Context: an optimization exercise on an open-source flow, tuned for small area, a short achievable clock period and few clock cycles. The choices shown serve that exercise and are no tape-out recipe.
Function was not checked in any run shown here: the RTL went through the layout flow alone.
No activity file was given, so power comes from the tool's default toggle rates.

**config.mk**
```make
export PLATFORM = sky130hd
export DESIGN_NAME = ppe_codec
export DESIGN_NICKNAME = ppe_codec
export VERILOG_FILES = /design/flow/design.v
export SDC_FILE = /design/flow/constraint.sdc
export NUM_CORES = 4
export LEC_CHECK = 0
export ABC_AREA = 1
export CAP_MARGIN = 20
export CORE_MARGIN = 2
export CORE_UTILIZATION = 60
export CTS_BUF_LIST = sky130_fd_sc_hd__clkbuf_8
export CTS_CLUSTER_DIAMETER = 100
export CTS_CLUSTER_SIZE = 40
export SETUP_SLACK_MARGIN = 1.9
export SLEW_MARGIN = 20
```
**constraint.sdc**
```tcl
create_clock -name core_clock -period 4.5 [get_ports {clk}]
set_input_delay 0.9000 -clock core_clock [delete_from_list [all_inputs] [get_ports {clk}]]
set_output_delay 0.9000 -clock core_clock [all_outputs]
set_load 0.01 [all_outputs]
```
**design.v**
```verilog
module ppe_codec (
    input  wire        clk,
    input  wire        rst,
    input  wire        cmd_valid,
    output wire        cmd_ready,
    input  wire [3:0]  cmd_op,
    input  wire [7:0]  cmd_seqaddr,
    input  wire [7:0]  cmd_cmd,
    input  wire [10:0] cmd_len,
    input  wire        in_valid,
    output wire        in_ready,
    input  wire [7:0]  in_data,
    output wire        out_valid,
    input  wire        out_ready,
    output wire [7:0]  out_data,
    output wire        res_valid,
    input  wire        res_ready,
    output wire [3:0]  res_err,
    output wire [15:0] res_crc,
    output wire [7:0]  res_start,
    output wire [7:0]  res_seqaddr,
    output wire [7:0]  res_flen
);
    localparam [3:0] ERR_NONE      = 4'h0;
    localparam [3:0] ERR_TRUNCATED = 4'h5;
    localparam [3:0] ERR_CHECKSUM  = 4'h6;
    localparam [3:0] ERR_TOO_LARGE = 4'h8;
    localparam [3:0] ERR_ILLEGAL   = 4'hF;
    localparam [3:0] S_IDLE  = 4'd0,
                     S_CIN   = 4'd1,    
                     S_CZ    = 4'd2,    
                     S_EH0   = 4'd4,    
                     S_EH1   = 4'd5,    
                     S_EH2   = 4'd6,    
                     S_EH3   = 4'd7,    
                     S_EDATA = 4'd8,    
                     S_D0    = 4'd9,    
                     S_D1    = 4'd10,   
                     S_D2    = 4'd11,   
                     S_PAY   = 4'd12,   
                     S_CK0   = 4'd13,   
                     S_CK1   = 4'd14,   
                     S_SKIP  = 4'd15;   
    reg [3:0]  state;
    reg [10:0] rem;        
    reg        lst;        
    reg [7:0]  pcnt;       
    reg        plst;       
    reg        nneg;       
    reg        nbig;       
    reg [15:0] crc;
    reg [7:0]  start_b;
    reg [7:0]  seqaddr;    
    reg [7:0]  flen;       
    reg        mlo;        
    reg        tcrc;       
    reg        rcrc;       
    reg        hdr;        
    reg        pt;         
    reg [1:0]  ts;         
    reg        ttc;        
    reg        first;      
    reg [3:0]  werr;       
    reg        fp;         
    reg        rv;
    reg        rz;         
    assign res_valid   = rv;
    assign res_err     = werr & {4{~rz}};
    assign res_crc     = crc;
    assign res_start   = start_b;
    assign res_seqaddr = seqaddr;
    assign res_flen    = flen;
    function [10:0] dec11(input [10:0] x);    
        integer k;
        reg     z;
        begin
            z = 1'b1;
            for (k = 0; k < 11; k = k + 1) begin
                dec11[k] = x[k] ^ z;
                z = z & ~x[k];
            end
        end
    endfunction
    function [7:0] dec8(input [7:0] x);       
        integer k;
        reg     z;
        begin
            z = 1'b1;
            for (k = 0; k < 8; k = k + 1) begin
                dec8[k] = x[k] ^ z;
                z = z & ~x[k];
            end
        end
    endfunction
    function [7:0] inc8(input [7:0] x);       
        integer k;
        reg     c;
        begin
            c = 1'b1;
            for (k = 0; k < 8; k = k + 1) begin
                inc8[k] = x[k] ^ c;
                c = c & x[k];
            end
        end
    endfunction
    function lt8(input [7:0] a, input [7:0] b);    
        integer k;
        reg     r;
        begin
            r = 1'b0;
            for (k = 0; k < 8; k = k + 1)
                r = (~a[k] & b[k]) | (~(a[k] ^ b[k]) & r);
            lt8 = r;
        end
    endfunction
    wire slot = ~rv | res_ready;
    wire ta   = |ts;       
    wire st_inc  = (state == S_CIN) | (state == S_D1) | (state == S_D2);
    wire st_inn  = (state == S_D0) | (state == S_CK0) | (state == S_CK1) | (state == S_SKIP);
    wire st_gen  = (state == S_EH0) | hdr;
    reg [7:0] gbyte;
    always @* begin
        if (ts[0])      gbyte = crc[7:0];
        else if (ts[1]) gbyte = crc[15:8];
        else if (hdr)   gbyte = seqaddr;
        else            gbyte = 8'h7F;
    end
    assign cmd_ready = slot & ~fp & (state == S_IDLE);
    assign in_ready  = st_inn | (st_inc & ~ta & (~rv | ~rcrc | res_ready)) |
                       (pt & ~ta & out_ready & slot);
    assign out_valid = slot & (ta | st_gen | (pt & in_valid));
    assign out_data  = (pt & ~ta) ? in_data : gbyte;
    wire cmd_fire = cmd_valid & cmd_ready;
    wire in_fire  = in_valid & in_ready;
    wire out_fire = out_valid & out_ready;
    wire [7:0]  cbyte = hdr ? seqaddr : in_data;
    wire [15:0] base  = crc | {16{first}};
    wire [7:0]  t     = base[15:8] ^ cbyte;
    wire        p     = (^base[15:8]) ^ (^cbyte);
    wire [15:0] crc_next = {
        base[7] ^ p,
        base[6:2],
        base[1] ^ t[7],
        base[0] ^ t[6] ^ t[7],
        t[5] ^ t[6], t[4] ^ t[5], t[3] ^ t[4], t[2] ^ t[3], t[1] ^ t[2], t[0] ^ t[1],
        p ^ t[0],
        p };
    wire trunc = nneg | (~nbig & lt8(pcnt, in_data));
    wire ok    = mlo & (in_data == crc[15:8]);
    wire cmd_zero = (cmd_len == 11'd0);
    wire cmd_big  = (|cmd_len[10:8]) | (&cmd_len[7:0]);
    wire [10:0] rem_m1 = dec11(rem);
    wire [10:0] rem_m4 = {rem[10:2] - 9'd1, rem[1:0]};
    reg [3:0] state_n;
    reg       fin;         
    reg [3:0] fin_err;
    reg       crc_step;
    reg       crc_ffff;
    reg       tstart;      
    always @* begin
        state_n  = state;
        fin      = 1'b0;
        fin_err  = werr;
        crc_step = 1'b0;
        crc_ffff = 1'b0;
        tstart   = 1'b0;
        case (state)
            S_IDLE: if (cmd_fire) begin
                case (cmd_op)
                    4'h1: state_n = cmd_zero ? S_CZ : S_CIN;
                    4'h2: state_n = cmd_big ? S_SKIP : S_EH0;
                    4'h3: if (cmd_zero) begin fin = 1'b1; fin_err = ERR_TRUNCATED; end
                          else state_n = S_D0;
                    default: if (cmd_zero) begin fin = 1'b1; fin_err = ERR_ILLEGAL; end
                             else state_n = S_SKIP;
                endcase
            end
            S_CIN: if (in_fire) begin
                crc_step = 1'b1;
                if (lst) begin tstart = 1'b1; state_n = S_IDLE; end
            end
            S_CZ: if (~ta & (~rv | ~rcrc | res_ready)) begin
                crc_ffff = 1'b1; tstart = 1'b1; state_n = S_IDLE;
            end
            S_EH0: if (out_fire & ~ta) state_n = S_EH1;
            S_EH1: if (out_fire) begin crc_step = 1'b1; state_n = S_EH2; end
            S_EH2: if (out_fire) begin crc_step = 1'b1; state_n = S_EH3; end
            S_EH3: if (out_fire) begin
                crc_step = 1'b1;
                if (rem == 11'd0) begin tstart = 1'b1; state_n = S_IDLE; end
                else state_n = S_EDATA;
            end
            S_EDATA: if (in_fire) begin
                crc_step = 1'b1;
                if (lst) begin tstart = 1'b1; state_n = S_IDLE; end
            end
            S_D0: if (in_fire) begin
                if (lst) begin fin = 1'b1; fin_err = ERR_TRUNCATED; state_n = S_IDLE; end
                else state_n = S_D1;
            end
            S_D1: if (in_fire) begin
                crc_step = 1'b1;
                if (lst) begin fin = 1'b1; fin_err = ERR_TRUNCATED; state_n = S_IDLE; end
                else state_n = S_D2;
            end
            S_D2: if (in_fire) begin
                crc_step = 1'b1;
                if (lst) begin fin = 1'b1; fin_err = ERR_TRUNCATED; state_n = S_IDLE; end
                else if (trunc) state_n = S_SKIP;
                else if (in_data == 8'd0) state_n = S_CK0;
                else state_n = S_PAY;
            end
            S_PAY: if (in_fire) begin
                crc_step = 1'b1;
                if (plst) state_n = S_CK0;
            end
            S_CK0: if (in_fire) state_n = S_CK1;
            S_CK1: if (in_fire) begin
                if (lst) begin fin = 1'b1; fin_err = ok ? ERR_NONE : ERR_CHECKSUM; state_n = S_IDLE; end
                else state_n = S_SKIP;
            end
            S_SKIP: if (in_fire & lst) begin fin = 1'b1; state_n = S_IDLE; end
            default: ;
        endcase
    end
    wire traise = ts[1] & out_fire;
    wire fraise = (fin | fp) & slot & ~ta;
    wire raise  = traise | fraise;
    always @(posedge clk) begin
        if (rst) begin
            state <= S_IDLE;
            hdr   <= 1'b0;
            pt    <= 1'b0;
            ts    <= 2'd0;
            rv    <= 1'b0;
            fp    <= 1'b0;
        end else begin
            state <= state_n;
            hdr   <= (state_n == S_EH1) | (state_n == S_EH2) | (state_n == S_EH3);
            pt    <= (state_n == S_EDATA) | (state_n == S_PAY);
            if (tstart) ts <= 2'd1;
            else if (out_fire & ta) ts <= {ts[0], 1'b0};
            rv    <= raise | (rv & ~res_ready);
            fp    <= (fin | fp) & ~fraise;
        end
    end
    always @(posedge clk) begin
        if (raise) rz <= traise;
        if (raise) rcrc <= traise & ttc;
        if (tstart) ttc <= tcrc;
        if (fin) werr <= fin_err;
        if (crc_step) crc <= crc_next;
        else if (crc_ffff) crc <= 16'hFFFF;
        if (hdr & out_fire) begin
            seqaddr <= flen;
            flen    <= pcnt;
        end
        if (cmd_fire) first <= 1'b1;
        else if (crc_step) first <= 1'b0;
        if (cmd_fire) begin
            rem  <= cmd_len;
            lst  <= (cmd_len == 11'd1);
            tcrc <= (cmd_op == 4'h1);
            if (~fin) werr <= (cmd_op == 4'h2) ? ERR_TOO_LARGE : ERR_ILLEGAL;
            if (cmd_op == 4'h2) begin
                seqaddr <= cmd_seqaddr;
                pcnt    <= cmd_cmd;
                flen    <= inc8(cmd_len[7:0]);
            end
        end else if (in_fire) begin
            rem <= rem_m1;
            lst <= (rem == 11'd2);
        end
        if (in_fire) begin
            case (state)
                S_D0: start_b <= in_data;
                S_D1: begin
                    seqaddr <= in_data;
                    pcnt    <= rem_m4[7:0];
                    nneg    <= rem_m4[10];
                    nbig    <= ~rem_m4[10] & (|rem_m4[9:8]);
                end
                S_D2: begin
                    flen <= in_data;
                    pcnt <= in_data;
                    plst <= (in_data == 8'd1);
                    if (trunc) werr <= ERR_TRUNCATED;
                end
                S_PAY: begin
                    pcnt <= dec8(pcnt);
                    plst <= (pcnt == 8'd2);
                end
                S_CK0: mlo <= (in_data == crc[7:0]);
                S_CK1: werr <= ok ? ERR_NONE : ERR_CHECKSUM;
                default: ;
            endcase
        end
    end
endmodule
```
**flow/run.sh**
```bash
#!/bin/bash
# Standard layout, but the port buffers are plain buf_1 cells instead of the
# resizer's default pick (a 0.5 ns delay buffer).
set -euo pipefail
export BUFFER_PORTS_ARGS="-buffer_cell sky130_fd_sc_hd__buf_1"
bash standard.sh > standard_flow.log 2>&1
```
**standard.sh**
```bash
#!/bin/bash
# synth_recipe.tcl (not shown) runs the flow's synth.tcl, then flattens the netlist and writes it again
# the make line also repeats each setting of config.mk as NAME=value (left out here)
make -C /OpenROAD-flow-scripts/flow DESIGN_CONFIG=/design/flow/config.mk WORK_HOME=/design/flow/orfs CLKGATE_MAP_FILE= SYNTH_SCRIPT=/design/flow/synth_recipe.tcl "${@:-finish}"
```
==> impl_metrics.py, run 1 <==
metrics = {
    "synth": {
        "yosys_warnings": 1,
        "synth-simple-area-share_pct": 23.5,
        "synth_top_family_by_area": "simple AND/OR/NAND/NOR gates",
        "synth_compound_area_share_pct": 16.6,
        "muxShareOfSynthArea_pct": 0,
        "synth_edf_count": 44,
        "synthAdderAreaFrac_pct": 7.30,
        "ys.flop_type": "edfxtp_1",
        "ys_seq_area_share_pct": 36.1,
        "synth_area_um2": 5820,
        "async_reset_ff_share_pct": 0,
        "synth.distinct_cells": 45,
        "synth_xor_area_share_pct": 7.07,
        "synthCells": 791,
        "synth.avg_cell_area_um2": 7.36,
        "syn-num-nets": 870,
        "ys_ff_latch": 83,
    },
    "global_routing": {
        "use_met1_pct": 44.7,
        "grt_first_pass_wirelength_um": 26900,
        "met3_usage_pct": 5.42,
        "track_usage_pct": 33.2,
        "grt_pass1_vias": 5430,
        "grt_max_degree": 35,
        "met2_usage_pct": 54.7,
        "overflow": 0,
        "grt_antenna_before_repair": 0,
        "busiest_layer": "met2",
    },
    "finish": {
        "syn_to_final_growth_pct": 15.7,
        "num_antenna_cells": 0,
        "mostFrequentLayoutCell": "nand2_1",
        "final_cell_mix": "nand2_1 (164), inv_1 (107), buf_1 (89)",
        "nets": 970,
        "layout-drive-gt1-share_pct": 10.0,
        "filler_cell_count": 781,
    },
    "setup_path": {
        "start_kind": "primary input",
        "cp-end-kind": "output port",
        "path_buf_inv": 3,
        "cpPeakStageDelay_ps": 170,
        "critPathTopFamily": "buffers and inverters",
        "crit_fanout": 4,
        "critPathArrivalTime_ps": 1730,
        "required_ps": 3600,
        "critPathKind": "primary input to output port",
        "crit_chain": "clkbuf_2, nor2_4, nor2_2, buf_6, a21oi_4, nand2_1, buf_2",
        "critPathSlowestCell": "a21oi_4",
    },
    "floorplanning": {
        "die_x_um": 103,
        "num_io_pins": 101,
        "start_util_pct": 62.4,
        "dieArea_um2": 10500,
        "core_area_um2": 9330,
        "die_y_um": 103,
        "fp-row-count": 35,
    },
    "power_and_ir_drop": {
        "power.total_mw": 4.04,
        "peakVddDrop_uv": 313,
        "powerDensity_nw_per_um2": 600,
        "cellLeakagePower_nw": 2.91,
    },
    "sta": {
        "hold_violations": 0,
        "max_freq_mhz": 380,
        "tightest_slew_ps": 821,
        "skew_ps": 15.6,
        "slew_violations": 0,
        "tns_ps": 0,
        "finalCritPeriodShare_pct": 58.5,
        "fin_crit_ps": 2630,
        "rsz0062_at_grt": "yes",
        "hold-worst-slack_ps": 434,
        "finalSetupViolCount": 0,
        "slew_headroom_pct": 45.1,
    },
    "status": {
        "outcome": "timing/DRC/antenna clean",
    },
    "route": {
        "drt-initial-drc-count": 455,
        "wl_per_cell_um": 16.6,
        "drc": 0,
        "vias": 5846,
        "via_per_inst": 5.70,
        "antenna_left": 0,
        "dr.pass1.iters": 6,
        "wl_um": 17000,
    },
    "clocking": {
        "cts_root_buf": "clkbuf_8",
        "cts_made_buffers": 9,
        "cts-hold-fix-buffers": 0,
        "clk_pin_slew_ps": 90,
        "cts_tree": "done",
        "clock-sinks": 83,
        "cts_buffer_depth": 2,
        "clk_latency_ps": 370,
        "h-tree-depth": 3,
    },
    "worst_hold_path": {
        "worstHoldPathType": "flip-flop to flip-flop",
    },
    "run": {
        "maxCapViolations": 0,
    },
    "place": {
        "dpl.hpwl_um": 12700,
        "gp_congestion": 0.936,
        "numPortBuffers": 100,
    },
}
==> cells by family after synthesis <==
kind of cell	count (synthesis)
adders and majority gates	34
DFF	83
AOI/OAI and AO/OA	158
and+or+nand+nor	325
buffers and inverters	144
xor gates and xnor gates	47
==> per-stage QoR <==
| step | setup slack [ps] | util (%) | instance area [um^2] | instances |
|---|---|---|---|---|
| after floorplan | 1910 | - | 5830 | 791 |
| after global placement | 1100 | 67.4 | 6290 | 999 |
| final | 1870 | 72.2 | 6740 | 1025 |
| after CTS | 1860 | 70.9 | 6610 | 1019 |
| after detailed placement | 1000 | 67.4 | 6290 | 999 |
| after global routing | 1820 | 72.2 | 6740 | 1025 |
==> flip-flops by register name, summed over array words and instances (netlist names), 2 cells and up <==
register,flops
werr,4
crc,16
ts,2
state,4
rem,11
start_b,8
flen,8
pcnt,8
seqaddr,8
==> cells in the mapped netlist, drive strengths merged, types with 23 or more instances <==
| cell | number | area [um^2] |
|---|---|---|
| xor2 | 24 | 210 |
| a21oi | 26 | 149 |
| nand2 | 170 | 653 |
| o211ai | 24 | 185 |
| inv | 120 | 450 |
| edfxtp | 44 | 1320 |
| ha | 34 | 425 |
| nor2 | 82 | 320 |
| nand3 | 49 | 250 |
| o21ai | 72 | 375 |
| xnor2 | 23 | 201 |
| dfxtp | 39 | 781 |
==> cell type report <==
type	instances	area (um^2)	share of cell area (%)
clock buffer	9	124	1.84
clock inverter	7	106	1.58
inverter	121	487	7.23
multi-input combinational	565	3270	48.5
sequential	83	2110	31.4
tap	129	161	2.40
timing repair buffer	111	478	7.10
==> routing by layer <==
metal  wire [um]  vias to the layer above
met5           0                        -
met4         461                        0
met3        1750                       38
met2        7820                      319
met1        7010                     2653
li1            -                     2836
==> power breakdown <==
part,leakage [nW],switching (mW),internal [mW],total (mW)
clock network,0.118,0.317,0.324,0.641
registers,0.688,0.251,1.09,1.34
logic,2.11,1.30,0.765,2.06
total,2.91,1.86,2.18,4.04
==> worst paths after layout <==
check,startpoint,end,slack (ps),cells after the start
min,tcrc,ttc,430,0
max,res_ready,in_ready,1870,7
min reg2reg,tcrc,ttc,430,0
max reg2reg,rem[1],rem[10],2020,12
==> timing repair <==
action / CTS / global route
endpoints found under the setup margin: 58 / 44
gates resized for setup: 28 / 35
hold endpoints to repair: 0 / 0
pin swaps: 3 / 5
buffers inserted: 4 / 5
cloned: 0 / 1
==> run 2, diff against run 1 <==
--- a/design.v
+++ b/design.v
@@ -65,5 +65,5 @@
     reg        rv;
-    reg        rz;         
+    reg [3:0]  err;
     assign res_valid   = rv;
-    assign res_err     = werr & {4{~rz}};
+    assign res_err     = err;
     assign res_crc     = crc;
@@ -247,3 +247,3 @@
     always @(posedge clk) begin
-        if (raise) rz <= traise;
+        if (raise) err <= traise ? ERR_NONE : fin ? fin_err : werr;
         if (raise) rcrc <= traise & ttc;
--- a/config.mk
+++ b/config.mk
@@ -7,3 +7,2 @@
 export LEC_CHECK = 0
-export ABC_AREA = 1
 export CAP_MARGIN = 20
@@ -14,3 +13,3 @@
 export CTS_CLUSTER_SIZE = 40
-export SETUP_SLACK_MARGIN = 1.9
+export SETUP_SLACK_MARGIN = 1.6
 export SLEW_MARGIN = 20
==> impl_metrics.py, run 2 <==
metrics = {
    "floorplanning": {
        "die_y_um": 104,
        "dieArea_um2": 10800,
        "num_io_pins": 101,
        "core_area_um2": 9730,
        "fp-row-count": 36,
        "start_util_pct": 61.8,
        "die_x_um": 104,
    },
    "synth": {
        "async_reset_ff_share_pct": 0,
        "synth-simple-area-share_pct": 18.1,
        "synth_common_cells": "nor2_1 (79), nand2_1 (64), a21oi_1 (48)",
        "synth_top_family_by_area": "simple AND/OR/NAND/NOR gates",
        "synth.distinct_cells": 68,
        "syn-num-nets": 763,
        "synthAdderAreaFrac_pct": 7.08,
        "synth_compound_area_share_pct": 17.6,
        "ys.flop_type": "edfxtp_1",
        "synth_top_area_share_pct": 23.5,
        "synthCells": 684,
        "ys_seq_area_share_pct": 36.5,
        "synth.avg_cell_area_um2": 8.79,
        "ys_ff_latch": 86,
        "yosysMostFrequentCell": "nor2_1",
        "synth_edf_count": 47,
        "synth_area_um2": 6010,
        "synth_top_cell_by_area": "edfxtp_1",
        "synth.area.top_cells": "edfxtp_1 (23%), dfxtp_1 (13%), ha_1 (7.1%)",
        "yosys_warnings": 1,
        "synth_xor_area_share_pct": 9.47,
        "muxShareOfSynthArea_pct": 6.95,
    },
    "clocking": {
        "h-tree-depth": 3,
        "cts_tree": "done",
        "cts_made_buffers": 9,
        "clock-sinks": 86,
        "cts_buffer_depth": 2,
        "clk_latency_ps": 370,
        "clk_pin_slew_ps": 80,
        "cts-hold-fix-buffers": 0,
        "cts_root_buf": "clkbuf_8",
    },
    "route": {
        "dr.pass1.iters": 5,
        "wl_per_cell_um": 19.0,
        "via_per_inst": 6.18,
        "vias": 5690,
        "antenna_left": 0,
        "drt-initial-drc-count": 519,
        "wl_um": 17500,
        "drc": 0,
    },
    "global_routing": {
        "grt_first_pass_wirelength_um": 27800,
        "met3_usage_pct": 4.57,
        "grt_pass1_vias": 5424,
        "busiest_layer": "met2",
        "grt_max_degree": 43,
        "overflow": 0,
        "use_met1_pct": 43.1,
        "grt_antenna_before_repair": 0,
        "track_usage_pct": 32.4,
        "met2_usage_pct": 52.8,
    },
    "worst_hold_path": {
        "holdCritStartpoint": "tcrc",
        "worstHoldPathType": "flip-flop to flip-flop",
        "worstHoldPathCells": 0,
        "holdPathEnd": "ttc",
    },
    "finish": {
        "syn_to_final_growth_pct": 15.7,
        "final_cell_mix": "buf_1 (97), nor2_1 (76), nand2_1 (62)",
        "nets": 862,
        "largestRegisters": "crc x16, rem x11",
        "regArea_um2": 2210,
        "multiInputGateArea_um2": 3630,
        "fin_area_um2": 6950,
        "filler_cell_count": 793,
        "num_antenna_cells": 0,
        "layout-drive-gt1-share_pct": 11.7,
        "regMostFlops": "crc",
        "largest_reg_flops": 16,
        "mostFrequentLayoutCell": "buf_1",
    },
    "power_and_ir_drop": {
        "powerDensity_nw_per_um2": 589,
        "cellLeakagePower_nw": 2.65,
        "p_clk_share_pct": 15.1,
        "internal_power_mw": 2.33,
        "swShare_pct": 43.0,
        "p_switching_mw": 1.76,
        "pwr-share-seq_pct": 35.3,
        "peakVddDrop_uv": 308,
        "combinationalPowerShare_pct": 49.6,
    },
    "sta": {
        "finalSetupViolCount": 0,
        "skew_ps": 9.01,
        "tns_ps": 0,
        "tightest_slew_ps": 681,
        "slew_violations": 0,
        "slew_headroom_pct": 54.4,
        "fin_crit_ps": 2900,
        "max_freq_mhz": 345,
        "hold_violations": 0,
        "finalCritPeriodShare_pct": 64.4,
        "rsz0062_at_grt": "yes",
    },
    "place": {
        "gp_congestion": 1.02,
        "dpl.hpwl_um": 12700,
        "numPortBuffers": 100,
        "post_dp_cell_area_um2": 6500,
    },
    "run": {
        "maxCapViolations": 0,
    },
    "setup_path": {
        "worstReg2RegEnd": "pt",
        "critPathArrivalTime_ps": 2000,
        "worst-r2r-setup-slack_ps": 1680,
        "rr_startpoint": "state[3]",
        "cp-end-kind": "output port",
        "required_ps": 3600,
        "critPathKind": "flip-flop to output port",
        "start_kind": "flip-flop",
        "crit_fanout": 5,
        "reg2regPathDepth": 9,
    },
    "status": {
        "outcome": "timing/DRC/antenna clean",
    },
}
run 2: worst max-delay path, stage by stage (launching register included):
cell and delay, ps:
dfxtp_4 360, buf_12 130, or3b_4 400, a2111oi_4 440
or2_4 210, buf_6 90
run 2: power by group through the flow:
stage / clock network [mW] / logic [mW] / registers [mW]
after floorplan: 0 / 1.40 / 1.32
after global placement: 0 / 1.81 / 1.42
after detailed placement: 0 / 1.86 / 1.43
after CTS: 0.618 / 1.88 / 1.42
after global routing: 0.655 / 2.23 / 1.48
final: 0.618 / 2.03 / 1.45
run 2: area by class of cell:
type / count / area share, %
Tap cell: 133 / 2.39
Clock inverter: 6 / 1.19
Timing Repair Buffer: 128 / 9.00
Sequential cell: 86 / 31.7
Multi-Input combinational cell: 530 / 52.1
Inverter: 28 / 1.57
Clock buffer: 10 / 1.98
run 2: worst max-delay path by stage:
stage                    from         end  slack [ps]  cells past startpoint
CTS                  state[1]    in_ready        1520                      4
finish               state[3]    in_ready        1600                      5
floorplan           res_ready  start_b[0]        1710                      5
detailed placement  res_ready     crc[11]        1150                      7
global route         state[3]    in_ready        1540                      5
global placement    res_ready     crc[11]        1220                      7
run 2: logic make-up after synthesis:
| logic type | count (synthesis) |
|---|---|
| muxes | 40 |
| AOI/OAI and AO/OA | 163 |
| DFF | 86 |
| and+or+nand+nor | 228 |
| xor gates and xnor gates | 65 |
| buffers and inverters | 68 |
| adders and majority gates | 34 |
run 2: per-stage QoR:
stage                     total power, mW  utilization, %  instances  worst slack, ps  hold WS (ps)
after floorplan                      2.73               -        684             1710           400
after global placement               3.23            66.8        890             1220           437
after detailed placement             3.29            66.8        890             1150           440
after CTS                            3.92            69.4        906             1520           458
after global routing                 4.36            71.5        921             1540           461
final                                4.09            71.5        921             1600           456
run 2: timing repair:
item,CTS,global route
buffers inserted,0,14
pin swaps,1,4
cloned,0,1
gates resized for setup,10,24
setup endpoints to repair,55,62
run 2: layer usage:
metal | vias to the layer above | wire (um)
met2 | 297 | 8340
met4 | 0 | 544
met1 | 2688 | 7100
met3 | 45 | 1540
met5 | - | 0
li1 | 2660 | -
==> run 3, diff against run 2 <==
--- a/design.v
+++ b/design.v
@@ -61,2 +61,4 @@
     reg        ttc;        
+    reg        pto;        
+    reg        s7f;        
     reg        first;      
@@ -65,5 +67,5 @@
     reg        rv;
-    reg [3:0]  err;
+    reg        rz;         
     assign res_valid   = rv;
-    assign res_err     = err;
+    assign res_err     = werr & {4{~rz}};
     assign res_crc     = crc;
@@ -120,14 +122,8 @@
     wire st_gen  = (state == S_EH0) | hdr;
-    reg [7:0] gbyte;
-    always @* begin
-        if (ts[0])      gbyte = crc[7:0];
-        else if (ts[1]) gbyte = crc[15:8];
-        else if (hdr)   gbyte = seqaddr;
-        else            gbyte = 8'h7F;
-    end
     assign cmd_ready = slot & ~fp & (state == S_IDLE);
     assign in_ready  = st_inn | (st_inc & ~ta & (~rv | ~rcrc | res_ready)) |
-                       (pt & ~ta & out_ready & slot);
-    assign out_valid = slot & (ta | st_gen | (pt & in_valid));
-    assign out_data  = (pt & ~ta) ? in_data : gbyte;
+                       (pto & out_ready & slot);
+    assign out_valid = slot & (ta | st_gen | (pto & in_valid));
+    assign out_data  = ({8{pto}} & in_data) | ({8{ts[0]}} & crc[7:0]) | ({8{ts[1]}} & crc[15:8]) |
+                       ({8{hdr}} & seqaddr) | {1'b0, {7{s7f}}};
     wire cmd_fire = cmd_valid & cmd_ready;
@@ -228,2 +224,5 @@
     wire raise  = traise | fraise;
+    wire [1:0] ts_n = tstart ? 2'd1 : (out_fire & ta) ? {ts[0], 1'b0} : ts;
+    wire hdr_n  = (state_n == S_EH1) | (state_n == S_EH2) | (state_n == S_EH3);
+    wire pt_n   = (state_n == S_EDATA) | (state_n == S_PAY);
     always @(posedge clk) begin
@@ -234,2 +233,4 @@
             ts    <= 2'd0;
+            pto   <= 1'b0;
+            s7f   <= 1'b1;
             rv    <= 1'b0;
@@ -238,6 +239,7 @@
             state <= state_n;
-            hdr   <= (state_n == S_EH1) | (state_n == S_EH2) | (state_n == S_EH3);
-            pt    <= (state_n == S_EDATA) | (state_n == S_PAY);
-            if (tstart) ts <= 2'd1;
-            else if (out_fire & ta) ts <= {ts[0], 1'b0};
+            hdr   <= hdr_n;
+            pt    <= pt_n;
+            ts    <= ts_n;
+            pto   <= pt_n & ~(|ts_n);
+            s7f   <= ~pt_n & ~(|ts_n) & ~hdr_n;
             rv    <= raise | (rv & ~res_ready);
@@ -247,3 +249,3 @@
     always @(posedge clk) begin
-        if (raise) err <= traise ? ERR_NONE : fin ? fin_err : werr;
+        if (raise) rz <= traise;
         if (raise) rcrc <= traise & ttc;
==> flow/run.sh (replaced) <==
#!/bin/bash
# Standard layout, but the port buffers are plain buf_2 cells instead of the
# resizer's default pick (a 0.5 ns delay buffer).
set -euo pipefail
export BUFFER_PORTS_ARGS="-buffer_cell sky130_fd_sc_hd__buf_2"
bash standard.sh > standard_flow.log 2>&1
--- a/config.mk
+++ b/config.mk
@@ -7,5 +7,6 @@
 export LEC_CHECK = 0
+export ABC_AREA = 1
 export CAP_MARGIN = 20
 export CORE_MARGIN = 2
-export CORE_UTILIZATION = 60
+export CORE_UTILIZATION = 40
 export CTS_BUF_LIST = sky130_fd_sc_hd__clkbuf_8
@@ -13,3 +14,3 @@
 export CTS_CLUSTER_SIZE = 40
-export SETUP_SLACK_MARGIN = 1.6
+export SETUP_SLACK_MARGIN = 2.2
 export SLEW_MARGIN = 20
==> impl_metrics.py, run 3 <==
metrics = {
    "route": {
        "drt-initial-drc-count": 686,
        "antenna_left": 0,
        "highest_layer": "met4",
        "dr_wl_met2_um": 9170,
        "wl_met3_um": 1470,
        "drc": 0,
        "vias": 6094,
        "wl_met1_um": 9030,
        "via_per_inst": 5.52,
        "dr.pass1.iters": 5,
        "wl_um": 20200,
        "wl_per_cell_um": 18.3,
    },
    "setup_path": {
        "start_kind": "primary input",
        "worst-r2r-setup-slack_ps": 2050,
        "critPathKind": "primary input to output port",
        "required_ps": 3600,
        "worstReg2RegEnd": "crc[0]",
        "reg2regPathDepth": 16,
        "critPathArrivalTime_ps": 1570,
        "startpoint": "res_ready",
        "crit_fanout": 4,
        "rr_startpoint": "state[2]",
        "cp-end-kind": "output port",
        "crit_end": "in_ready",
    },
    "synth": {
        "ys_seq_area_share_pct": 36.3,
        "ys_ff_latch": 84,
        "synth_common_cells": "nand2_1 (136), inv_1 (100), nand3_1 (57), o21ai_0 (57), nor2_1 (53)",
        "synth_area_um2": 5840,
        "synth_top_cell_by_area": "edfxtp_1",
        "synth.avg_cell_area_um2": 7.77,
        "synth_edf_count": 44,
        "synth.area.top_cells": "edfxtp_1 (23%), dfxtp_1 (14%), nand2_1 (8.7%)",
        "syn-num-nets": 831,
        "yosysMostFrequentCell": "nand2_1",
        "async_reset_ff_share_pct": 0,
        "synth.distinct_cells": 51,
        "synth_top_area_share_pct": 22.6,
        "ys.flop_type": "edfxtp_1",
        "synthCells": 752,
        "yosys_warnings": 1,
    },
    "clocking": {
        "clk_latency_ps": 400,
        "cts_tree": "done",
        "clock-sinks": 84,
        "clk_pin_slew_ps": 90,
        "cts_root_buf": "clkbuf_8",
        "h-tree-depth": 3,
        "cts_buffer_depth": 2,
        "cts_made_buffers": 9,
    },
    "power_and_ir_drop": {
        "peakVddDrop_uv": 244,
        "cellLeakagePower_nw": 3.55,
        "swShare_pct": 45.4,
        "p_clk_share_pct": 13.6,
        "powerDensity_nw_per_um2": 582,
        "pwr-share-seq_pct": 28.9,
        "combinationalPowerShare_pct": 57.4,
        "internal_power_mw": 2.61,
        "p_switching_mw": 2.18,
    },
    "sta": {
        "slew_violations": 0,
        "finalCritPeriodShare_pct": 54.8,
        "tns_ps": 0,
        "rsz0062_at_grt": "yes",
        "slew_headroom_pct": 63.9,
        "max_freq_mhz": 406,
        "hold_violations": 0,
        "worst_slack_ps": 2030,
        "skew_ps": 24.4,
        "finalSetupViolCount": 0,
        "fin_crit_ps": 2470,
        "tightest_slew_ps": 536,
    },
    "floorplanning": {
        "die_y_um": 125,
        "dieArea_um2": 15600,
        "die_x_um": 125,
        "fp-row-count": 44,
        "num_io_pins": 101,
        "start_util_pct": 40.5,
        "core_area_um2": 14400,
    },
    "worst_hold_path": {
        "holdCritStartpoint": "pcnt[6]",
        "worstHoldPathType": "flip-flop to flip-flop",
    },
    "global_routing": {
        "grt_max_degree": 29,
        "grt_pass1_vias": 5562,
        "grt_antenna_before_repair": 0,
        "overflow": 0,
        "track_usage_pct": 24.6,
        "grt_first_pass_wirelength_um": 30200,
    },
    "finish": {
        "nets": 993,
        "largestRegisters": "crc x16, rem x11",
        "regMostFlops": "crc",
        "num_antenna_cells": 0,
        "final_cell_mix": "nand2_1 (120), buf_2 (85), inv_1 (83)",
        "largest_reg_flops": 16,
        "syn_to_final_growth_pct": 40.7,
        "layout-drive-gt1-share_pct": 37.5,
        "mostFrequentLayoutCell": "nand2_1",
    },
    "place": {
        "numPortBuffers": 100,
        "dpl.hpwl_um": 13700,
        "post-place-ws_ps": 1390,
        "gp_congestion": 0.921,
    },
    "status": {
        "outcome": "timing/DRC/antenna clean",
    },
    "run": {
        "maxCapViolations": 0,
    },
}
run 3: cell types whose count changed after synthesis, sizes merged, moves of 9 or more:
cell	change
nand2b	-9
o21ai	+27
inv	+85
clkbuf	-24
o22ai	+11
a21oi	-15
nand3	+47
mux2i	-26
xnor2	-23
nor2	-18
nand2	+82
mux2	-14
o21a	-10
run 3: cell type report:
type | count | area (um^2)
repair buffers | 168 | 1240
inverters | 115 | 523
clock buffers | 10 | 138
flip-flops and latches | 84 | 2150
fillers | 1345 | 6200
multi-input cells | 536 | 3850
well taps | 184 | 230
clock inverters | 6 | 95.1
run 3: per-layer routing:
| metal | vias up | global-route usage (%) |
|---|---|---|
| li1 | 2888 | - |
| met1 | 2880 | 34.7 |
| met2 | 284 | 37.6 |
| met3 | 42 | 4.68 |
| met4 | 0 | 8.76 |
| met5 | - | 0 |
run 3: cell families (layout without fill, tap and decap cells):
group	Yosys count	count (layout)	synth area share, %
AOI/OAI and AO/OA	161	161	17.0
adders and majority gates	34	34	7.28
buffers and inverters	135	299	9.53
DFF	84	84	36.3
xor gates and xnor gates	42	42	6.42
and+or+nand+nor	296	299	23.4
run 3: power groups by stage:
stage / logic (mW) / clock network, mW / registers (mW)
final: 2.75 / 0.653 / 1.39
after detailed placement: 2.02 / 0 / 1.35
after floorplan: 1.49 / 0 / 1.29
after global placement: 2.01 / 0 / 1.35
after CTS: 2.28 / 0.661 / 1.34
after global routing: 3.00 / 0.688 / 1.41
run 3: how the worst min path moves through the flow:
| stage | end | depth (start not counted) |
|---|---|---|
| after floorplan | ttc | 0 |
| after global placement | pcnt[6] | 2 |
| after detailed placement | pcnt[6] | 2 |
| after CTS | pcnt[6] | 2 |
| after global routing | ttc | 0 |
| final | pcnt[6] | 2 |
run 3: stage by stage:
step           power, mW  util (%)  std cells  instance area [um^2]  hold slack [ps]
6_report            4.79      57.0       1103                  8220              493
5_1_grt             5.10      57.0       1103                  8220              506
4_1_cts             4.28      51.8       1065                  7480              492
3_5_place_dp        3.36      45.7       1017                  6600              477
3_3_place_gp        3.35      45.7       1017                  6600              482
2_1_floorplan       2.78         -        752                  5970              400
run 3: worst max-delay path: stages:
cell	delay, ps
buf_6	90
nor2_4	130
a21oi_2	90
nand2_2	80
o2111ai_4	120
buf_6	150
run 3: what timing repair did:
item	CTS	global route
hold buffers	0	0
cloned	1	4
hold endpoints to repair	0	0
pin swaps	18	32
setup endpoints to repair	81	80
gates resized for setup	95	111
buffers inserted	31	34
==> run 4, diff against run 3 <==
--- a/config.mk
+++ b/config.mk
@@ -14,3 +14,3 @@
 export CTS_CLUSTER_SIZE = 40
-export SETUP_SLACK_MARGIN = 2.2
+export SETUP_SLACK_MARGIN = 1.9
 export SLEW_MARGIN = 20
==> impl_metrics.py, run 4 <==
metrics = {
    "synth": {
        "synth_area_um2": 5840,
        "yosysMostFrequentCell": "nand2_1",
        "synth.avg_cell_area_um2": 7.77,
        "synth.distinct_cells": 51,
        "syn-num-nets": 831,
        "synthCells": 752,
        "synth.area.top_cells": "edfxtp_1 (23%), dfxtp_1 (14%), nand2_1 (8.7%)",
        "ys_seq_area_share_pct": 36.3,
        "yosys_warnings": 1,
        "synth_edf_count": 44,
        "ys.flop_type": "edfxtp_1",
        "synth_top_area_share_pct": 22.6,
        "ys_ff_latch": 84,
        "synth_common_cells": "nand2_1 (136), inv_1 (100), nand3_1 (57), o21ai_0 (57), nor2_1 (53)",
        "async_reset_ff_share_pct": 0,
        "synth_top_cell_by_area": "edfxtp_1",
    },
    "finish": {
        "num_antenna_cells": 0,
        "multiInputGateArea_um2": 3280,
        "nets": 941,
        "final_cell_mix": "nand2_1 (131), buf_2 (96), inv_1 (91)",
        "largest_reg_flops": 16,
        "regArea_um2": 2130,
        "final_cells": 1051,
        "filler_cell_count": 1494,
        "largestRegisters": "crc x16, rem x11",
        "fin_area_um2": 7010,
        "regMostFlops": "crc",
        "layout-drive-gt1-share_pct": 24.5,
        "syn_to_final_growth_pct": 20.0,
        "finish.utilization_pct": 48.6,
        "mostFrequentLayoutCell": "nand2_1",
    },
    "global_routing": {
        "grt_antenna_before_repair": 0,
        "overflow": 0,
        "track_usage_pct": 23.0,
        "grt_first_pass_wirelength_um": 28300,
        "grt_max_degree": 38,
        "grt_pass1_vias": 5185,
    },
    "sta": {
        "max_freq_mhz": 384,
        "finalCritPeriodShare_pct": 57.8,
        "hold_violations": 0,
        "rsz0062_at_grt": "yes",
        "fin_crit_ps": 2600,
        "skew_ps": 15.2,
        "hold-worst-slack_ps": 476,
        "finalSetupViolCount": 0,
        "tns_ps": 0,
        "slew_violations": 0,
        "slew_headroom_pct": 64.2,
        "tightest_slew_ps": 536,
        "worst_slack_ps": 1900,
    },
    "floorplanning": {
        "start_util_pct": 40.5,
        "num_io_pins": 101,
        "fp-row-count": 44,
        "dieArea_um2": 15600,
        "die_y_um": 125,
        "die_x_um": 125,
        "core_area_um2": 14400,
    },
    "power_and_ir_drop": {
        "peakVddDrop_uv": 238,
        "power.total_mw": 4.14,
        "cellLeakagePower_nw": 3.13,
        "powerDensity_nw_per_um2": 590,
    },
    "setup_path": {
        "crit_fanout": 5,
        "critPathKind": "primary input to output port",
        "start_kind": "primary input",
        "required_ps": 3600,
        "critPathArrivalTime_ps": 1700,
        "cp-end-kind": "output port",
    },
    "place": {
        "dp.cells": 1018,
        "dpl.hpwl_um": 13500,
        "post-place-ws_ps": 1340,
        "post_dp_cell_area_um2": 6480,
        "numPortBuffers": 100,
        "gp_congestion": 0.928,
    },
    "run": {
        "maxCapViolations": 0,
    },
    "route": {
        "dr_wl_met2_um": 7890,
        "drc": 0,
        "antenna_left": 0,
        "dr.pass1.iters": 6,
        "highest_layer": "met4",
        "vias": 5679,
        "via_per_inst": 5.40,
        "drt-initial-drc-count": 544,
        "wl_um": 18100,
        "wl_met1_um": 8400,
        "wl_per_cell_um": 17.2,
        "wl_met3_um": 1400,
    },
    "clocking": {
        "cts-hold-fix-buffers": 0,
        "cts_root_buf": "clkbuf_8",
        "h-tree-depth": 3,
        "cts_made_buffers": 9,
        "clk_pin_slew_ps": 90,
        "clock-sinks": 84,
        "cts_tree": "done",
        "clk_latency_ps": 390,
        "cts_buffer_depth": 2,
    },
    "worst_hold_path": {
        "worstHoldPathType": "flip-flop to flip-flop",
    },
    "status": {
        "outcome": "timing/DRC/antenna clean",
    },
}
-- run 4: cell counts after synthesis --
No cell type changed its count.
-- run 4: critical path, stage by stage --
cell       delay, ps
buf_6             90
nor2_4           200
a21oi_2          100
nand2_2           80
o2111ai_4        150
buf_6            170
-- run 4: logic make-up (layout without fill, tap and decap cells) --
kind of cell | after synthesis | after routing | share of synthesized area (%)
XOR/XNOR | 42 | 42 | 6.42
flip-flops | 84 | 84 | 36.3
AO/OA/AOI/OAI | 161 | 161 | 17.0
buffers and inverters | 135 | 250 | 9.53
adder cells (fa/ha/maj) | 34 | 34 | 7.28
AND/OR/NAND/NOR | 296 | 296 | 23.4
-- run 4: report_power, final --
group / internal, mW / total (mW) / switching (mW)
sequential: 1.11 / 1.34 / 0.225
combinational: 0.805 / 2.12 / 1.32
clock: 0.368 / 0.674 / 0.307
total: 2.28 / 4.14 / 1.85
-- run 4: timing repair --
item,4_1_cts,5_1_grt
endpoints found under the setup margin,31,54
gates cloned,0,1
resized for setup,15,34
pin swaps,4,8
setup buffers,7,9
-- run 4: cell type report --
cell class,instances,share of cell area [%]
well taps,184,3.28
repair buffers,118,9.32
repair inverters,1,0.0714
multi-input cells,533,46.7
clock inverters,7,1.66
flip-flops and latches,84,30.3
inverters,115,6.85
clock buffers,9,1.77
-- run 4: worst paths after layout --
kind	depth (start not counted)	startpoint	to	slack, ps
setup / recovery	6	res_ready	in_ready	1900
hold / removal	0	tcrc	ttc	480
setup reg to reg	12	rem[1]	rem[10]	1970
hold reg to reg	0	tcrc	ttc	480
-- run 4: routing by layer --
layer  up-vias  GRT usage [%]
met5         -              0
met4         0           7.84
met3        29           4.47
met2       286           34.8
met1      2588           32.8
li1       2776              -

static timing again, ports no longer ideal:
No port has a modelled driver above. Below, the same layouts with a new extraction and two added sets of constraints. Step 1 assumes that a clkbuf_16 drives the clock port and a buf_2 every other input. Step 2 adds t to the input delays and takes it off the output delays; t is the mean of the earliest and latest rising clock arrival at the registers after step 1. Input paths then give back, and output paths get back, about the clock's delay inside the block. a / b / c = ideal / step 1 / step 2; a / b = the first two.
run	shift t [ns]	setup WS [ns]	clock arrival spread, ns
run 1	0.402	1.869 / 1.840 / 1.629	0.015 / 0.016
run 2	0.406	1.603 / 1.567 / 1.319	0.009 / 0.009
run 3	0.423	2.034 / 2.003 / 1.616	0.025 / 0.024
run 4	0.416	1.899 / 1.868 / 1.647	0.017 / 0.016
After both steps setup and hold are still met in every run listed. For run 3, which loses most, drivers alone change the setup slack by -0.031 ns; drivers and shift together by -0.418 ns.
